Background: an optimization exercise with open tools, aiming at small area, a short achievable clock period and few clock cycles per item. Do not read the settings as production practice. Function was checked by simulation only, so behaviour that the tests miss may differ from the original. No activity file was given, so power comes from the tool's default toggle rates.

## flow/design.v (module list and top-level ports; edited modules follow where they fit)
// module sana_fa: 10 lines
// module sana_ha: 9 lines
// module sana_envbank: 1014 lines
module sana_envbank (
    input  wire        clk,
    input  wire        rst,
    input  wire        in_valid,
    output wire        in_ready,
    input  wire [2:0]  in_op,
    input  wire [1:0]  in_unit,
    input  wire [79:0] in_data,
    output reg         out_valid,
    output reg  [8:0]  out_state,
    output wire [47:0] out_value,
    output reg         out_err
);
  // ...
==> flow/run.sh <==
#!/bin/bash
# synth_recipe.tcl (not shown) runs the flow's synth.tcl, then flattens the netlist and writes it again
# the make line also repeats each setting of config.mk as NAME=value (left out here)
make -C /OpenROAD-flow-scripts/flow DESIGN_CONFIG=/design/flow/config.mk WORK_HOME=/design/flow/orfs CLKGATE_MAP_FILE= SYNTH_SCRIPT=/design/flow/synth_recipe.tcl finish
==> flow/config.mk <==
export PLATFORM = sky130hd
export DESIGN_NAME = sana_envbank
export DESIGN_NICKNAME = sana_envbank
export VERILOG_FILES = /design/flow/design.v
export SDC_FILE = /design/flow/constraint.sdc
export NUM_CORES = 4
export LEC_CHECK = 0
export CAP_MARGIN = 20
export CORE_MARGIN = 2
export CORE_UTILIZATION = 40
export SLEW_MARGIN = 20
export SYNTH_HIERARCHICAL = 1
export SYNTH_MINIMUM_KEEP_SIZE = 0
==> flow/constraint.sdc <==
create_clock -name core_clock -period 19.0 [get_ports {clk}]
set_input_delay 3.8000 -clock core_clock [delete_from_list [all_inputs] [get_ports {clk}]]
set_output_delay 3.8000 -clock core_clock [all_outputs]
set_load 0.01 [all_outputs]
==> results.txt, run 1 <==
status complete, no violations; Leak 17.2 nW; DP Cell Count 7,141; Final Hold Viols 0; vias after detailed routing ~40,000; number of remaining DRC errors 0; Max-Cap Viols 0; Post-synth EDFFs 192; Logic pwr share 0.119; Area Growth Syn to Fin 10.8%; Comb. pwr 0.389 mW; CP Class in2reg; global-route wire length before repair between 200 and 250 mm; Chip Width 371 um; Worst Hold End out_state[4]; Max power group sequential cells; Seq pwr share 0.456; layout cells sized above 1 0.0563; sequential cells 605; critical path's largest stage delay approximately 0.57 ns; CTS tree built; total global-route track usage 0.227; Final Wtd Congestion 0.903; vias in the first global route 41,600; Final Slew Violations 0; row count about 130; Initial DRC Count 3,564; CTS Sinks 605; R2R depth 17; WP depth 7; Compound-Gate Fraction of Synth Area 0.0981; pre-CTS setup slack ~12 ns; critical path capture point type register; clk pwr ~1.4 mW; PostCTS Resize Cnt 0; Final #Nets 6,690; Net Switching ~0.97 mW; clk_buf instances 96; Unique masters post-synth 83; worst path cell trace clkdlybuf4s50_1 > nor2b_1 > nand3_1 > nor3b_2 > buf_4 > or2_2 > buf_4; Reg2Reg Setup Slack 12.84 ns; Non-clk bufs 248; Register Area 0.0140 mm^2; Buf/Inv on CP 3
Testbench counts, summed over its fixed seeds: cycles 32,032, items 32,000.
==> run 2, diff against run 1 <==
--- a/flow/design.v
+++ b/flow/design.v
@@ -452,16 +452,31 @@
             assign sq_nc[29] = sqn208;
             assign sq_ns[30] = sqn209;
             assign sq_nc[30] = sqn210;
             wire [30:0] sq_y = ~(sq_ns - ~sq_nc);
             reg [2:0]  m_kind;
             reg        m_rs;
             reg [14:0] m_sq;
             reg        m_nz;
+            reg  [15:0] v_rel;
+            reg  [15:0] value;
+            reg         f_rs;
+            wire [15:0] vrel_fwd = f_rs ? value : v_rel;
+            reg  [14:0] m_x;
+            reg         m_dx, m_zone, m_zs, m_zatt, m_zrel;
+            always @(posedge clk) begin
+                m_x    <= (n_kind == K_DEC) ? (~sus[14:0] & {15{~sus[15]}}) :
+                          (n_kind == K_REL) ? vrel_fwd[14:0] : 15'd0;
+                m_dx   <= (n_kind == K_DEC) & ~sus[15];
+                m_zone <= (n_kind == K_ONE);
+                m_zs   <= (n_kind == K_S) | (n_kind == K_DEC);
+                m_zatt <= (n_kind == K_ATT);
+                m_zrel <= (n_kind == K_REL) & vrel_fwd[15];
+            end
             always @(posedge clk) begin
                 if (rst_q) begin
                     state  <= ST_ECHO;
                     t      <= 15'd0;
                     sus    <= ONE;
                     m_kind <= K_HOLD;
                     m_rs   <= 1'b0;
                 end else begin
@@ -484,37 +499,21 @@
                     inc_h <= p_h;
                 end else if (rst_q) begin
                     inc_a <= ONE;
                     inc_d <= ONE;
                     inc_r <= ONE;
                     inc_h <= ONE;
                 end
             end
-            reg  [15:0] v_rel;
-            reg  [15:0] value;
-            wire        m_att = (m_kind == K_ATT);
-            wire        m_dec = (m_kind == K_DEC);
-            wire        m_rel = (m_kind == K_REL);
-            wire        m_dx  = m_dec & ~sus[15];
-            wire [14:0] mx = m_dx  ? ~sus[14:0] :
-                             m_rel ? v_rel[14:0] : 15'd0;
-            wire [14:0] mr = m_dx ? m_sq : 15'd0;
-            reg  [15:0] mz;
-            always @(*) begin
-                case (m_kind)
-                    K_ONE:   mz = ONE;
-                    K_S:     mz = sus;
-                    K_DEC:   mz = sus;
-                    K_ATT:   mz = {1'b0, ~m_sq};
-                    K_REL:   mz = v_rel[15] ? {1'b0, m_sq} : 16'd0;
-                    default: mz = 16'd0;
-                endcase
-            end
-            wire        me = m_att & ~m_nz;
+            wire [14:0] mx = m_x;
+            wire [14:0] mr = m_sq & {15{m_dx}};
+            wire [15:0] mz = (ONE & {16{m_zone}}) | (sus & {16{m_zs}}) |
+                             ({1'b0, ~m_sq} & {16{m_zatt}}) | ({1'b0, m_sq} & {16{m_zrel}});
+            wire        me = m_zatt & ~m_nz;
             wire [30:0] mt_ns, mt_nc;
             wire mtn1, mtn2;
             sana_fa u_mtn1 (.a(~(mx[0] & m_sq[12])), .b(~(mx[1] & m_sq[11])), .c(1'b1), .s(mtn1), .co(mtn2));
             wire mtn3, mtn4;
             sana_fa u_mtn3 (.a(~(mx[0] & m_sq[13])), .b(~(mx[1] & m_sq[12])), .c(~(mx[2] & m_sq[11])), .s(mtn3), .co(mtn4));
             wire mtn5, mtn6;
             sana_fa u_mtn5 (.a(~(mx[3] & m_sq[10])), .b(~(mx[4] & m_sq[9])), .c(1'b1), .s(mtn5), .co(mtn6));
             wire mtn7, mtn8;
@@ -577,45 +576,45 @@
             sana_fa u_mtn63 (.a(~(mx[11] & m_sq[3])), .b(~(mx[12] & m_sq[2])), .c(~(mx[13] & m_sq[1])), .s(mtn63), .co(mtn64));
             wire mtn65, mtn66;
             sana_fa u_mtn65 (.a(~(mx[14] & m_sq[0])), .b(~mr[14]), .c(mtn4), .s(mtn65), .co(mtn66));
             wire mtn67, mtn68;
             sana_fa u_mtn67 (.a(mtn6), .b(mtn7), .c(mtn9), .s(mtn67), .co(mtn68));
             wire mtn69, mtn70;
             sana_fa u_mtn69 (.a(~(mx[10] & m_sq[5])), .b(~(mx[11] & m_sq[4])), .c(~(mx[12] & m_sq[3])), .s(mtn69), .co(mtn70));
             wire mtn71, mtn72;
-            sana_fa u_mtn71 (.a(~(mx[13] & m_sq[2])), .b(~(mx[14] & m_sq[1])), .c(~mz[0]), .s(mtn71), .co(mtn72));
+            sana_fa u_mtn71 (.a(~(mx[13] & m_sq[2])), .b(~(mx[14] & m_sq[1])), .c(mtn8), .s(mtn71), .co(mtn72));
             wire mtn73, mtn74;
-            sana_fa u_mtn73 (.a(~me), .b(mtn8), .c(mtn10), .s(mtn73), .co(mtn74));
+            sana_fa u_mtn73 (.a(mtn10), .b(mtn12), .c(mtn13), .s(mtn73), .co(mtn74));
             wire mtn75, mtn76;
-            sana_fa u_mtn75 (.a(mtn12), .b(mtn13), .c(mtn15), .s(mtn75), .co(mtn76));
+            sana_fa u_mtn75 (.a(mtn15), .b(mtn17), .c(~mz[0]), .s(mtn75), .co(mtn76));
             wire mtn77, mtn78;
             sana_fa u_mtn77 (.a(~(mx[8] & m_sq[8])), .b(~(mx[9] & m_sq[7])), .c(~(mx[10] & m_sq[6])), .s(mtn77), .co(mtn78));
             wire mtn79, mtn80;
             sana_fa u_mtn79 (.a(~(mx[11] & m_sq[5])), .b(~(mx[12] & m_sq[4])), .c(~(mx[13] & m_sq[3])), .s(mtn79), .co(mtn80));
             wire mtn81, mtn82;
-            sana_fa u_mtn81 (.a(~(mx[14] & m_sq[2])), .b(~mz[1]), .c(mtn14), .s(mtn81), .co(mtn82));
+            sana_fa u_mtn81 (.a(~(mx[14] & m_sq[2])), .b(mtn14), .c(mtn16), .s(mtn81), .co(mtn82));
             wire mtn83, mtn84;
-            sana_fa u_mtn83 (.a(mtn16), .b(mtn18), .c(mtn19), .s(mtn83), .co(mtn84));
+            sana_fa u_mtn83 (.a(mtn18), .b(mtn19), .c(mtn21), .s(mtn83), .co(mtn84));
             wire mtn85, mtn86;
             sana_fa u_mtn85 (.a(~(mx[6] & m_sq[11])), .b(~(mx[7] & m_sq[10])), .c(~(mx[8] & m_sq[9])), .s(mtn85), .co(mtn86));
             wire mtn87, mtn88;
             sana_fa u_mtn87 (.a(~(mx[9] & m_sq[8])), .b(~(mx[10] & m_sq[7])), .c(~(mx[11] & m_sq[6])), .s(mtn87), .co(mtn88));
             wire mtn89, mtn90;
             sana_fa u_mtn89 (.a(~(mx[12] & m_sq[5])), .b(~(mx[13] & m_sq[4])), .c(~(mx[14] & m_sq[3])), .s(mtn89), .co(mtn90));
             wire mtn91, mtn92;
-            sana_fa u_mtn91 (.a(~mz[2]), .b(mtn20), .c(mtn22), .s(mtn91), .co(mtn92));
+            sana_fa u_mtn91 (.a(mtn20), .b(mtn22), .c(mtn23), .s(mtn91), .co(mtn92));
             wire mtn93, mtn94;
             sana_fa u_mtn93 (.a(~(mx[4] & m_sq[14])), .b(~(mx[5] & m_sq[13])), .c(~(mx[6] & m_sq[12])), .s(mtn93), .co(mtn94));
             wire mtn95, mtn96;
             sana_fa u_mtn95 (.a(~(mx[7] & m_sq[11])), .b(~(mx[8] & m_sq[10])), .c(~(mx[9] & m_sq[9])), .s(mtn95), .co(mtn96));
             wire mtn97, mtn98;
             sana_fa u_mtn97 (.a(~(mx[10] & m_sq[8])), .b(~(mx[11] & m_sq[7])), .c(~(mx[12] & m_sq[6])), .s(mtn97), .co(mtn98));
             wire mtn99, mtn100;
-            sana_fa u_mtn99 (.a(~(mx[13] & m_sq[5])), .b(~(mx[14] & m_sq[4])), .c(~mz[3]), .s(mtn99), .co(mtn100));
+            sana_fa u_mtn99 (.a(~(mx[13] & m_sq[5])), .b(~(mx[14] & m_sq[4])), .c(mtn24), .s(mtn99), .co(mtn100));
             wire mtn101, mtn102;
             sana_fa u_mtn101 (.a(~(mx[5] & m_sq[14])), .b(~(mx[6] & m_sq[13])), .c(~(mx[7] & m_sq[12])), .s(mtn101), .co(mtn102));
             wire mtn103, mtn104;
             sana_fa u_mtn103 (.a(~(mx[8] & m_sq[11])), .b(~(mx[9] & m_sq[10])), .c(~(mx[10] & m_sq[9])), .s(mtn103), .co(mtn104));
             wire mtn105, mtn106;
             sana_fa u_mtn105 (.a(~(mx[11] & m_sq[8])), .b(~(mx[12] & m_sq[7])), .c(~(mx[13] & m_sq[6])), .s(mtn105), .co(mtn106));
             wire mtn107, mtn108;
             sana_fa u_mtn107 (.a(~(mx[6] & m_sq[14])), .b(~(mx[7] & m_sq[13])), .c(~(mx[8] & m_sq[12])), .s(mtn107), .co(mtn108));
@@ -675,61 +674,61 @@
             sana_fa u_mtn161 (.a(mtn54), .b(mtn56), .c(mtn58), .s(mtn161), .co(mtn162));
             wire mtn163, mtn164;
             sana_fa u_mtn163 (.a(mtn61), .b(mtn63), .c(mtn11), .s(mtn163), .co(mtn164));
             wire mtn165, mtn166;
             sana_fa u_mtn165 (.a(mtn60), .b(mtn65), .c(mtn67), .s(mtn165), .co(mtn166));
             wire mtn167, mtn168;
             sana_fa u_mtn167 (.a(mtn62), .b(mtn64), .c(mtn69), .s(mtn167), .co(mtn168));
             wire mtn169, mtn170;
-            sana_fa u_mtn169 (.a(mtn71), .b(mtn17), .c(mtn66), .s(mtn169), .co(mtn170));
+            sana_fa u_mtn169 (.a(~me), .b(mtn66), .c(mtn68), .s(mtn169), .co(mtn170));
             wire mtn171, mtn172;
-            sana_fa u_mtn171 (.a(mtn68), .b(mtn73), .c(mtn75), .s(mtn171), .co(mtn172));
+            sana_fa u_mtn171 (.a(mtn71), .b(mtn73), .c(mtn75), .s(mtn171), .co(mtn172));
             wire mtn173, mtn174;
-            sana_fa u_mtn173 (.a(mtn70), .b(mtn72), .c(mtn77), .s(mtn173), .co(mtn174));
+            sana_fa u_mtn173 (.a(mtn70), .b(mtn77), .c(mtn79), .s(mtn173), .co(mtn174));
             wire mtn175, mtn176;
-            sana_fa u_mtn175 (.a(mtn79), .b(mtn21), .c(mtn74), .s(mtn175), .co(mtn176));
+            sana_fa u_mtn175 (.a(~mz[1]), .b(mtn72), .c(mtn74), .s(mtn175), .co(mtn176));
             wire mtn177, mtn178;
             sana_fa u_mtn177 (.a(mtn76), .b(mtn81), .c(mtn83), .s(mtn177), .co(mtn178));
             wire mtn179, mtn180;
             sana_fa u_mtn179 (.a(mtn78), .b(mtn80), .c(mtn85), .s(mtn179), .co(mtn180));
             wire mtn181, mtn182;
-            sana_fa u_mtn181 (.a(mtn87), .b(mtn89), .c(mtn23), .s(mtn181), .co(mtn182));
+            sana_fa u_mtn181 (.a(mtn87), .b(mtn89), .c(~mz[2]), .s(mtn181), .co(mtn182));
             wire mtn183, mtn184;
             sana_fa u_mtn183 (.a(mtn82), .b(mtn84), .c(mtn91), .s(mtn183), .co(mtn184));
             wire mtn185, mtn186;
             sana_fa u_mtn185 (.a(mtn86), .b(mtn88), .c(mtn90), .s(mtn185), .co(mtn186));
             wire mtn187, mtn188;
             sana_fa u_mtn187 (.a(mtn93), .b(mtn95), .c(mtn97), .s(mtn187), .co(mtn188));
             wire mtn189, mtn190;
-            sana_fa u_mtn189 (.a(mtn99), .b(mtn24), .c(mtn92), .s(mtn189), .co(mtn190));
+            sana_fa u_mtn189 (.a(~mz[3]), .b(mtn92), .c(mtn99), .s(mtn189), .co(mtn190));
             wire mtn191, mtn192;
-            sana_fa u_mtn191 (.a(~(mx[14] & m_sq[5])), .b(~mz[4]), .c(mtn94), .s(mtn191), .co(mtn192));
+            sana_fa u_mtn191 (.a(~(mx[14] & m_sq[5])), .b(mtn94), .c(mtn96), .s(mtn191), .co(mtn192));
             wire mtn193, mtn194;
-            sana_fa u_mtn193 (.a(mtn96), .b(mtn98), .c(mtn100), .s(mtn193), .co(mtn194));
+            sana_fa u_mtn193 (.a(mtn98), .b(mtn101), .c(mtn103), .s(mtn193), .co(mtn194));
             wire mtn195, mtn196;
-            sana_fa u_mtn195 (.a(mtn101), .b(mtn103), .c(mtn105), .s(mtn195), .co(mtn196));
+            sana_fa u_mtn195 (.a(mtn105), .b(~mz[4]), .c(mtn100), .s(mtn195), .co(mtn196));
             wire mtn197, mtn198;
             sana_fa u_mtn197 (.a(~(mx[12] & m_sq[8])), .b(~(mx[13] & m_sq[7])), .c(~(mx[14] & m_sq[6])), .s(mtn197), .co(mtn198));
             wire mtn199, mtn200;
-            sana_fa u_mtn199 (.a(~mz[5]), .b(mtn102), .c(mtn104), .s(mtn199), .co(mtn200));
+            sana_fa u_mtn199 (.a(mtn102), .b(mtn104), .c(mtn106), .s(mtn199), .co(mtn200));
             wire mtn201, mtn202;
-            sana_fa u_mtn201 (.a(mtn106), .b(mtn107), .c(mtn109), .s(mtn201), .co(mtn202));
+            sana_fa u_mtn201 (.a(mtn107), .b(mtn109), .c(~mz[5]), .s(mtn201), .co(mtn202));
             wire mtn203, mtn204;
             sana_fa u_mtn203 (.a(~(mx[10] & m_sq[11])), .b(~(mx[11] & m_sq[10])), .c(~(mx[12] & m_sq[9])), .s(mtn203), .co(mtn204));
             wire mtn205, mtn206;
-            sana_fa u_mtn205 (.a(~(mx[13] & m_sq[8])), .b(~(mx[14] & m_sq[7])), .c(~mz[6]), .s(mtn205), .co(mtn206));
+            sana_fa u_mtn205 (.a(~(mx[13] & m_sq[8])), .b(~(mx[14] & m_sq[7])), .c(mtn108), .s(mtn205), .co(mtn206));
             wire mtn207, mtn208;
-            sana_fa u_mtn207 (.a(mtn108), .b(mtn110), .c(mtn111), .s(mtn207), .co(mtn208));
+            sana_fa u_mtn207 (.a(mtn110), .b(mtn111), .c(~mz[6]), .s(mtn207), .co(mtn208));
             wire mtn209, mtn210;
             sana_fa u_mtn209 (.a(~(mx[8] & m_sq[14])), .b(~(mx[9] & m_sq[13])), .c(~(mx[10] & m_sq[12])), .s(mtn209), .co(mtn210));
             wire mtn211, mtn212;
             sana_fa u_mtn211 (.a(~(mx[11] & m_sq[11])), .b(~(mx[12] & m_sq[10])), .c(~(mx[13] & m_sq[9])), .s(mtn211), .co(mtn212));
             wire mtn213, mtn214;
-            sana_fa u_mtn213 (.a(~(mx[14] & m_sq[8])), .b(~mz[7]), .c(mtn112), .s(mtn213), .co(mtn214));
+            sana_fa u_mtn213 (.a(~(mx[14] & m_sq[8])), .b(mtn112), .c(~mz[7]), .s(mtn213), .co(mtn214));
             wire mtn215, mtn216;
             sana_fa u_mtn215 (.a(~(mx[9] & m_sq[14])), .b(~(mx[10] & m_sq[13])), .c(~(mx[11] & m_sq[12])), .s(mtn215), .co(mtn216));
             wire mtn217, mtn218;
             sana_fa u_mtn217 (.a(~(mx[12] & m_sq[11])), .b(~(mx[13] & m_sq[10])), .c(~(mx[14] & m_sq[9])), .s(mtn217), .co(mtn218));
             wire mtn219, mtn220;
             sana_fa u_mtn219 (.a(~(mx[10] & m_sq[14])), .b(~(mx[11] & m_sq[13])), .c(~(mx[12] & m_sq[12])), .s(mtn219), .co(mtn220));
             wire mtn221, mtn222;
             sana_fa u_mtn221 (.a(~(mx[0] & m_sq[3])), .b(~(mx[1] & m_sq[2])), .c(1'b1), .s(mtn221), .co(mtn222));
@@ -791,41 +790,41 @@
             sana_fa u_mtn277 (.a(mtn176), .b(mtn178), .c(mtn183), .s(mtn277), .co(mtn278));
             wire mtn279, mtn280;
             sana_fa u_mtn279 (.a(mtn180), .b(mtn182), .c(mtn185), .s(mtn279), .co(mtn280));
             wire mtn281, mtn282;
             sana_fa u_mtn281 (.a(mtn187), .b(mtn184), .c(mtn189), .s(mtn281), .co(mtn282));
             wire mtn283, mtn284;
             sana_fa u_mtn283 (.a(mtn186), .b(mtn188), .c(mtn191), .s(mtn283), .co(mtn284));
             wire mtn285, mtn286;
-            sana_fa u_mtn285 (.a(mtn193), .b(mtn195), .c(mtn190), .s(mtn285), .co(mtn286));
+            sana_fa u_mtn285 (.a(mtn193), .b(mtn190), .c(mtn195), .s(mtn285), .co(mtn286));
             wire mtn287, mtn288;
             sana_fa u_mtn287 (.a(mtn197), .b(mtn192), .c(mtn194), .s(mtn287), .co(mtn288));
             wire mtn289, mtn290;
-            sana_fa u_mtn289 (.a(mtn196), .b(mtn199), .c(mtn201), .s(mtn289), .co(mtn290));
+            sana_fa u_mtn289 (.a(mtn199), .b(mtn201), .c(mtn196), .s(mtn289), .co(mtn290));
             wire mtn291, mtn292;
-            sana_fa u_mtn291 (.a(mtn198), .b(mtn203), .c(mtn205), .s(mtn291), .co(mtn292));
+            sana_fa u_mtn291 (.a(mtn198), .b(mtn203), .c(mtn200), .s(mtn291), .co(mtn292));
             wire mtn293, mtn294;
-            sana_fa u_mtn293 (.a(mtn200), .b(mtn202), .c(mtn207), .s(mtn293), .co(mtn294));
+            sana_fa u_mtn293 (.a(mtn202), .b(mtn205), .c(mtn207), .s(mtn293), .co(mtn294));
             wire mtn295, mtn296;
-            sana_fa u_mtn295 (.a(mtn204), .b(mtn206), .c(mtn209), .s(mtn295), .co(mtn296));
+            sana_fa u_mtn295 (.a(mtn204), .b(mtn209), .c(mtn211), .s(mtn295), .co(mtn296));
             wire mtn297, mtn298;
-            sana_fa u_mtn297 (.a(mtn211), .b(mtn208), .c(mtn213), .s(mtn297), .co(mtn298));
+            sana_fa u_mtn297 (.a(mtn206), .b(mtn208), .c(mtn213), .s(mtn297), .co(mtn298));
             wire mtn299, mtn300;
-            sana_fa u_mtn299 (.a(~mz[8]), .b(mtn210), .c(mtn212), .s(mtn299), .co(mtn300));
+            sana_fa u_mtn299 (.a(mtn210), .b(mtn212), .c(mtn215), .s(mtn299), .co(mtn300));
             wire mtn301, mtn302;
-            sana_fa u_mtn301 (.a(mtn215), .b(mtn217), .c(mtn214), .s(mtn301), .co(mtn302));
+            sana_fa u_mtn301 (.a(mtn217), .b(~mz[8]), .c(mtn214), .s(mtn301), .co(mtn302));
             wire mtn303, mtn304;
-            sana_fa u_mtn303 (.a(~(mx[13] & m_sq[11])), .b(~(mx[14] & m_sq[10])), .c(~mz[9]), .s(mtn303), .co(mtn304));
+            sana_fa u_mtn303 (.a(~(mx[13] & m_sq[11])), .b(~(mx[14] & m_sq[10])), .c(mtn216), .s(mtn303), .co(mtn304));
             wire mtn305, mtn306;
-            sana_fa u_mtn305 (.a(mtn216), .b(mtn218), .c(mtn219), .s(mtn305), .co(mtn306));
+            sana_fa u_mtn305 (.a(mtn218), .b(mtn219), .c(~mz[9]), .s(mtn305), .co(mtn306));
             wire mtn307, mtn308;
             sana_fa u_mtn307 (.a(~(mx[11] & m_sq[14])), .b(~(mx[12] & m_sq[13])), .c(~(mx[13] & m_sq[12])), .s(mtn307), .co(mtn308));
             wire mtn309, mtn310;
-            sana_fa u_mtn309 (.a(~(mx[14] & m_sq[11])), .b(~mz[10]), .c(mtn220), .s(mtn309), .co(mtn310));
+            sana_fa u_mtn309 (.a(~(mx[14] & m_sq[11])), .b(mtn220), .c(~mz[10]), .s(mtn309), .co(mtn310));
             wire mtn311, mtn312;
             sana_fa u_mtn311 (.a(~(mx[12] & m_sq[14])), .b(~(mx[13] & m_sq[13])), .c(~(mx[14] & m_sq[12])), .s(mtn311), .co(mtn312));
             wire mtn313, mtn314;
             sana_fa u_mtn313 (.a(~(mx[0] & m_sq[2])), .b(~(mx[1] & m_sq[1])), .c(1'b1), .s(mtn313), .co(mtn314));
             wire mtn315, mtn316;
             sana_fa u_mtn315 (.a(~(mx[2] & m_sq[1])), .b(~(mx[3] & m_sq[0])), .c(~mr[3]), .s(mtn315), .co(mtn316));
             wire mtn317, mtn318;
             sana_fa u_mtn317 (.a(~mr[4]), .b(mtn222), .c(mtn223), .s(mtn317), .co(mtn318));
@@ -855,31 +854,31 @@
             sana_fa u_mtn341 (.a(mtn268), .b(mtn270), .c(mtn271), .s(mtn341), .co(mtn342));
             wire mtn343, mtn344;
             sana_fa u_mtn343 (.a(mtn275), .b(mtn272), .c(mtn274), .s(mtn343), .co(mtn344));
             wire mtn345, mtn346;
             sana_fa u_mtn345 (.a(mtn276), .b(mtn279), .c(mtn278), .s(mtn345), .co(mtn346));
             wire mtn347, mtn348;
             sana_fa u_mtn347 (.a(mtn280), .b(mtn283), .c(mtn282), .s(mtn347), .co(mtn348));
             wire mtn349, mtn350;
-            sana_fa u_mtn349 (.a(mtn284), .b(mtn287), .c(mtn289), .s(mtn349), .co(mtn350));
+            sana_fa u_mtn349 (.a(mtn284), .b(mtn287), .c(mtn286), .s(mtn349), .co(mtn350));
             wire mtn351, mtn352;
-            sana_fa u_mtn351 (.a(mtn291), .b(mtn288), .c(mtn290), .s(mtn351), .co(mtn352));
+            sana_fa u_mtn351 (.a(mtn288), .b(mtn291), .c(mtn293), .s(mtn351), .co(mtn352));
             wire mtn353, mtn354;
-            sana_fa u_mtn353 (.a(mtn292), .b(mtn295), .c(mtn294), .s(mtn353), .co(mtn354));
+            sana_fa u_mtn353 (.a(mtn295), .b(mtn292), .c(mtn294), .s(mtn353), .co(mtn354));
             wire mtn355, mtn356;
             sana_fa u_mtn355 (.a(mtn296), .b(mtn299), .c(mtn298), .s(mtn355), .co(mtn356));
             wire mtn357, mtn358;
-            sana_fa u_mtn357 (.a(mtn303), .b(mtn300), .c(mtn305), .s(mtn357), .co(mtn358));
+            sana_fa u_mtn357 (.a(mtn300), .b(mtn303), .c(mtn305), .s(mtn357), .co(mtn358));
             wire mtn359, mtn360;
-            sana_fa u_mtn359 (.a(mtn304), .b(mtn307), .c(mtn306), .s(mtn359), .co(mtn360));
+            sana_fa u_mtn359 (.a(mtn307), .b(mtn304), .c(mtn306), .s(mtn359), .co(mtn360));
             wire mtn361, mtn362;
-            sana_fa u_mtn361 (.a(~mz[11]), .b(mtn308), .c(mtn311), .s(mtn361), .co(mtn362));
+            sana_fa u_mtn361 (.a(mtn308), .b(mtn311), .c(~mz[11]), .s(mtn361), .co(mtn362));
             wire mtn363, mtn364;
-            sana_fa u_mtn363 (.a(~(mx[13] & m_sq[14])), .b(~(mx[14] & m_sq[13])), .c(~mz[12]), .s(mtn363), .co(mtn364));
+            sana_fa u_mtn363 (.a(~(mx[13] & m_sq[14])), .b(~(mx[14] & m_sq[13])), .c(mtn312), .s(mtn363), .co(mtn364));
             wire mtn365, mtn366;
             sana_fa u_mtn365 (.a(~(mx[0] & m_sq[1])), .b(~(mx[1] & m_sq[0])), .c(1'b1), .s(mtn365), .co(mtn366));
             wire mtn367, mtn368;
             sana_fa u_mtn367 (.a(~(mx[2] & m_sq[0])), .b(~mr[2]), .c(mtn313), .s(mtn367), .co(mtn368));
             wire mtn369, mtn370;
             sana_fa u_mtn369 (.a(mtn314), .b(mtn315), .c(mtn221), .s(mtn369), .co(mtn370));
             wire mtn371, mtn372;
             sana_fa u_mtn371 (.a(mtn316), .b(mtn225), .c(mtn317), .s(mtn371), .co(mtn372));
@@ -909,31 +908,31 @@
             sana_fa u_mtn395 (.a(mtn273), .b(mtn340), .c(mtn341), .s(mtn395), .co(mtn396));
             wire mtn397, mtn398;
             sana_fa u_mtn397 (.a(mtn277), .b(mtn342), .c(mtn343), .s(mtn397), .co(mtn398));
             wire mtn399, mtn400;
             sana_fa u_mtn399 (.a(mtn281), .b(mtn344), .c(mtn345), .s(mtn399), .co(mtn400));
             wire mtn401, mtn402;
             sana_fa u_mtn401 (.a(mtn285), .b(mtn346), .c(mtn347), .s(mtn401), .co(mtn402));
             wire mtn403, mtn404;
-            sana_fa u_mtn403 (.a(mtn349), .b(mtn286), .c(mtn348), .s(mtn403), .co(mtn404));
+            sana_fa u_mtn403 (.a(mtn289), .b(mtn348), .c(mtn349), .s(mtn403), .co(mtn404));
             wire mtn405, mtn406;
-            sana_fa u_mtn405 (.a(mtn293), .b(mtn350), .c(mtn351), .s(mtn405), .co(mtn406));
+            sana_fa u_mtn405 (.a(mtn351), .b(mtn290), .c(mtn350), .s(mtn405), .co(mtn406));
             wire mtn407, mtn408;
             sana_fa u_mtn407 (.a(mtn297), .b(mtn352), .c(mtn353), .s(mtn407), .co(mtn408));
             wire mtn409, mtn410;
             sana_fa u_mtn409 (.a(mtn301), .b(mtn354), .c(mtn355), .s(mtn409), .co(mtn410));
             wire mtn411, mtn412;
             sana_fa u_mtn411 (.a(mtn357), .b(mtn302), .c(mtn356), .s(mtn411), .co(mtn412));
             wire mtn413, mtn414;
             sana_fa u_mtn413 (.a(mtn309), .b(mtn358), .c(mtn359), .s(mtn413), .co(mtn414));
             wire mtn415, mtn416;
             sana_fa u_mtn415 (.a(mtn361), .b(mtn310), .c(mtn360), .s(mtn415), .co(mtn416));
             wire mtn417, mtn418;
-            sana_fa u_mtn417 (.a(mtn363), .b(mtn312), .c(mtn362), .s(mtn417), .co(mtn418));
+            sana_fa u_mtn417 (.a(~mz[12]), .b(mtn362), .c(mtn363), .s(mtn417), .co(mtn418));
             wire mtn419, mtn420;
             sana_fa u_mtn419 (.a(~(mx[14] & m_sq[14])), .b(~mz[13]), .c(mtn364), .s(mtn419), .co(mtn420));
             assign mt_ns[0] = ~(mx[0] & m_sq[0]);
             assign mt_nc[0] = ~mr[0];
             assign mt_ns[1] = mtn365;
             assign mt_nc[1] = ~mr[1];
             assign mt_ns[2] = mtn366;
             assign mt_nc[2] = mtn367;
@@ -990,17 +989,16 @@
             assign mt_ns[28] = mtn418;
             assign mt_nc[28] = mtn419;
             assign mt_ns[29] = mtn420;
             assign mt_nc[29] = ~mz[14];
             assign mt_ns[30] = ~mz[15];
             assign mt_nc[30] = 1'b1;
             wire [15:0] lo_sum = {1'b0, mt_ns[14:0]} - {1'b1, ~mt_nc[14:0]};
             reg  [2:0]  f_kind;
-            reg         f_rs;
             reg  [15:0] f_s, f_c;
             reg         f_cl;
             reg  [2:0]  f_state;
             always @(posedge clk) begin
                 if (rst_q) begin
                     f_kind <= K_HOLD;
                     f_rs   <= 1'b0;
                 end else begin
==> run 2 against run 1 <==
Still clean on timing, DRC and antenna. Critical path depth rose by 1. Routed wire length up 1.0%. Sequential cell count increased by 60. Final area grew 2.8%. Die area rose by 2.6%. Non-clock buffer count decreased by 22. Via count rose by 0.45%. Maximum frequency shrank 12%. Register-to-register slack improved by 0.69 ns.
==> results.txt, run 2 <==
status complete, no violations; die footprint 0.142 mm^2; Filler cells 12,900; Final Slew Violations 0 (unchanged); measured slew at the worst slew-check pin roughly 1.1 ns; Synth top area share 0.343; Post-CTS Setup Bufs 0; worst min path class reg2reg; Unique masters post-synth 89 (+7.2%); proportion of synthesized area in mux cells 0.0247; Root Driver clkbuf_16; RSZ-0062 raised after global routing no; CTS Sinks 665 (+9.9%); Slew headroom 0.283; Net Sw Frac 0.290; Seq pwr share 0.451 (-0.005); pwr dens around 59 mW/mm^2; via/cell ratio 5.45; Yosys reg bits 665; Compound-Gate Fraction of Synth Area 0.0925 (-0.00560); Synth top cells by count 1,283 x nand2_1, 951 x fa_1, 473 x dfxtp_1; global-route wire length before repair 245 mm (+1.8%); DP HPWL 113 mm; Final Hold Viols 0 (unchanged); Primary FF master, synth dfxtp_1; Max-Cap Viols 0 (unchanged); Int Pwr approximately 2.6 mW; YS warnings 7; Final Wtd Congestion 0.851 (-5.8%); TNS Setup 0 ns; latest clock arrival within the worst-skew pair 0.71 ns; Final #Nets 6,737 (+0.70%); Max Root-Sink Buffers 3; post-synth top area cell fa_1; final std cells w/o fill between 7,000 and 8,000; Chip Width 376 um (+1.3%); Final Util 0.448; setup ws final 11.96 ns; synthesized area approximately 0.055 mm^2; Post-synth EDFFs 192 (unchanged); Peak VDD IR approximately 0.08 mV; combinational family with the most area after synthesis adder cells; simple-gate share of the synthesized area 0.171; Initial DRC Count 3,205 (-10%); Final Skew 0.0709 ns; syn_area_per_cell 10.2 um^2; Synth Area in Adders 0.389; vias in the first global route 42,000 (+0.90%); Detail Route Antenna Nets 0; final global-route overflow total 0; Max FO, Critical Path 64; initial core utilization 0.403; Max Clk Rate 142 MHz; final wirelength 155 mm; CP max stage cell nor2b_1; cell with the most instances after synthesis nand2_1; Setup crit start kind input pin; CTS tree built; row count 136 (+1.5%); total global-route track usage 0.223 (-0.00403); Syn Inst Count 5,445; Crit path required time between 15 and 20 ns; worst path cell trace clkdlybuf4s50_1 > nor2b_1 > nand3_1 > nor2_2 > buf_4 > nand2_1 > nand2_2 > buf_4; CP arrival 7.32 ns; # port buffers 146; synth top area cells fa_1 34%, dfxtp_1 17%, edfxtp_1 10%, nand2_1 8.7%, ha_1 4.6%; largest net degree at the start of global routing 73; Final min period 7.04 ns; CP Class in2reg; # IOs 148; critical path's largest stage delay 0.86 ns (+0.29 ns); most frequent cells in the layout 1,281 x nand2_1, 951 x fa_1, 472 x dfxtp_1, 291 x nor2_1, 217 x a21oi_1; Async SR Flop Fraction 0; Leak 18.1 nW (+5.5%); die height between 300 and 400 um; clock power share 0.440; vias after detailed routing 40,000 (+0.45%); sequential share of the synthesized area 0.275; DP Cell Count 7,207 (+0.92%); depth of the CTS H-tree 3; Clk pin slew, worst setup/hold paths 0.06 ns; post-route cell area 0.0615 mm^2; Num CTS Buffers 79; worst hold margin 0.325 ns; most used cell, CP buf_4; initial antenna violation count 5; final setup fails 0; Hold-fix buffers, CTS 0; PostCTS Resize Cnt 0 (unchanged); Pre-antenna DRT Iters 5; Logic pwr share 0.110 (-0.009); Tcrit/Tclk final 0.371; layout cells sized above 1 0.0583 (+0.00195); xor and xnor area share after synthesis 0.0148; Avg WL per Cell 21.1 um; critical path capture point type register; pre-CTS setup slack 11.41 ns (-0.725 ns); Power, Total 3.61 mW; commonest non-fill, non-tap cell in the layout nand2_1; Net Switching 1.05 mW (+8.0%); number of remaining DRC errors 0 (unchanged); Area Growth Syn to Fin 11.0%; core area 0.137 mm^2; placed cell area 0.0588 mm^2
==> run 2: final timing paths <==
path | slack (ns) | cells past startpoint | endpoint | from
max | 11.96 | 8 | g_env[1].inc_d[10] | rst
min | 0.32 | 0 | out_state[2] | g_env[0].f_state[2]
max reg2reg | 13.53 | 15 | g_env[1].m_sq[14] | g_env[1].t[10]
min reg2reg | 0.32 | 0 | out_state[2] | g_env[0].f_state[2]
==> run 2: per-module statistics from Yosys, one instance, submodules excluded <==
module	flip-flops and latches	cells inside	area [um^2]	times used
sana_envbank	665	4503	36600	1
sana_fa	0	1	20.0	942
==> run 2: power by group through the flow <==
| stage | logic [mW] | clock network (mW) | registers [mW] |
|---|---|---|---|
| floorplan | 0.305 | 0 | 1.55 |
| global placement | 0.384 | 0 | 1.65 |
| detailed placement | 0.389 | 0 | 1.66 |
| CTS | 0.390 | 1.62 | 1.62 |
| global route | 0.431 | 1.68 | 1.63 |
| finish | 0.395 | 1.59 | 1.63 |
==> run 2: cell families (layout without fill, tap and decap cells) <==
family	Yosys count	in the layout
compound gates	770	770
xor+xnor	94	94
fa+ha+maj	1155	1155
buf+inv	475	468
flops	665	665
mux	128	128
other cells	1	122
simple gates	2157	2157
==> run 2: layout make-up <==
| class | count | area [um^2] | share of cell area |
|---|---|---|---|
| Timing Repair Buffer | 226 | 2060 | 0.0334 |
| Sequential cell | 665 | 15200 | 0.248 |
| Tap cell | 1794 | 2240 | 0.0365 |
| Multi-Input combinational cell | 4425 | 38900 | 0.632 |
| Clock inverter | 31 | 445 | 0.00724 |
| Inverter | 97 | 364 | 0.00592 |
| Antenna cell | 1 | 2.50 | 0.0000407 |
| Clock buffer | 114 | 2290 | 0.0373 |
==> run 2: worst max-delay path: cells and delay by family <==
kind,cells,cell delay [ns]
buf+inv,3,1.60
simple gates,5,1.82
==> run 2: metal layers <==
metal  vias to the layer above  global-route usage  wire (um)  share of wire
met3                       227              0.0470      12300          0.079
met4                         0              0.0616       4030          0.026
met5                         -                   0          0              0
met2                      1433               0.348      70200           0.45
li1                      18100                   -          -              -
met1                     20300               0.313      68600           0.44
Testbench counts of run 2, summed over its fixed seeds: cycles 32,032, items 32,000.

[afterwards: timing with drivers on the ports]
The flow's constraints put no driver on any port. The routed layouts listed below were extracted and timed again, unchanged, in two steps. Step 1 sets driving cells, clkbuf_16 on the clock port and buf_2 on the other inputs (assumed; they add their load-dependent delay and slew). Step 2 moves the port delays by t, midway between the first and last clock arrival at a register: inputs arrive t later, outputs are due t later. That takes back most of the time a late clock gives input paths. a / b / c = no drivers / after step 1 / after step 2; a / b = the first two.
run | t, ns | slack for setup (ns) | worst setup path at the end | pins driven straight from the clock port
run 1 | 0.744 | 12.798 / 12.837 / 12.096 | input to register | 1
run 2 | 0.741 | 11.955 / 11.994 / 11.253 | input to register | 1
After both steps every run listed still meets setup and hold.
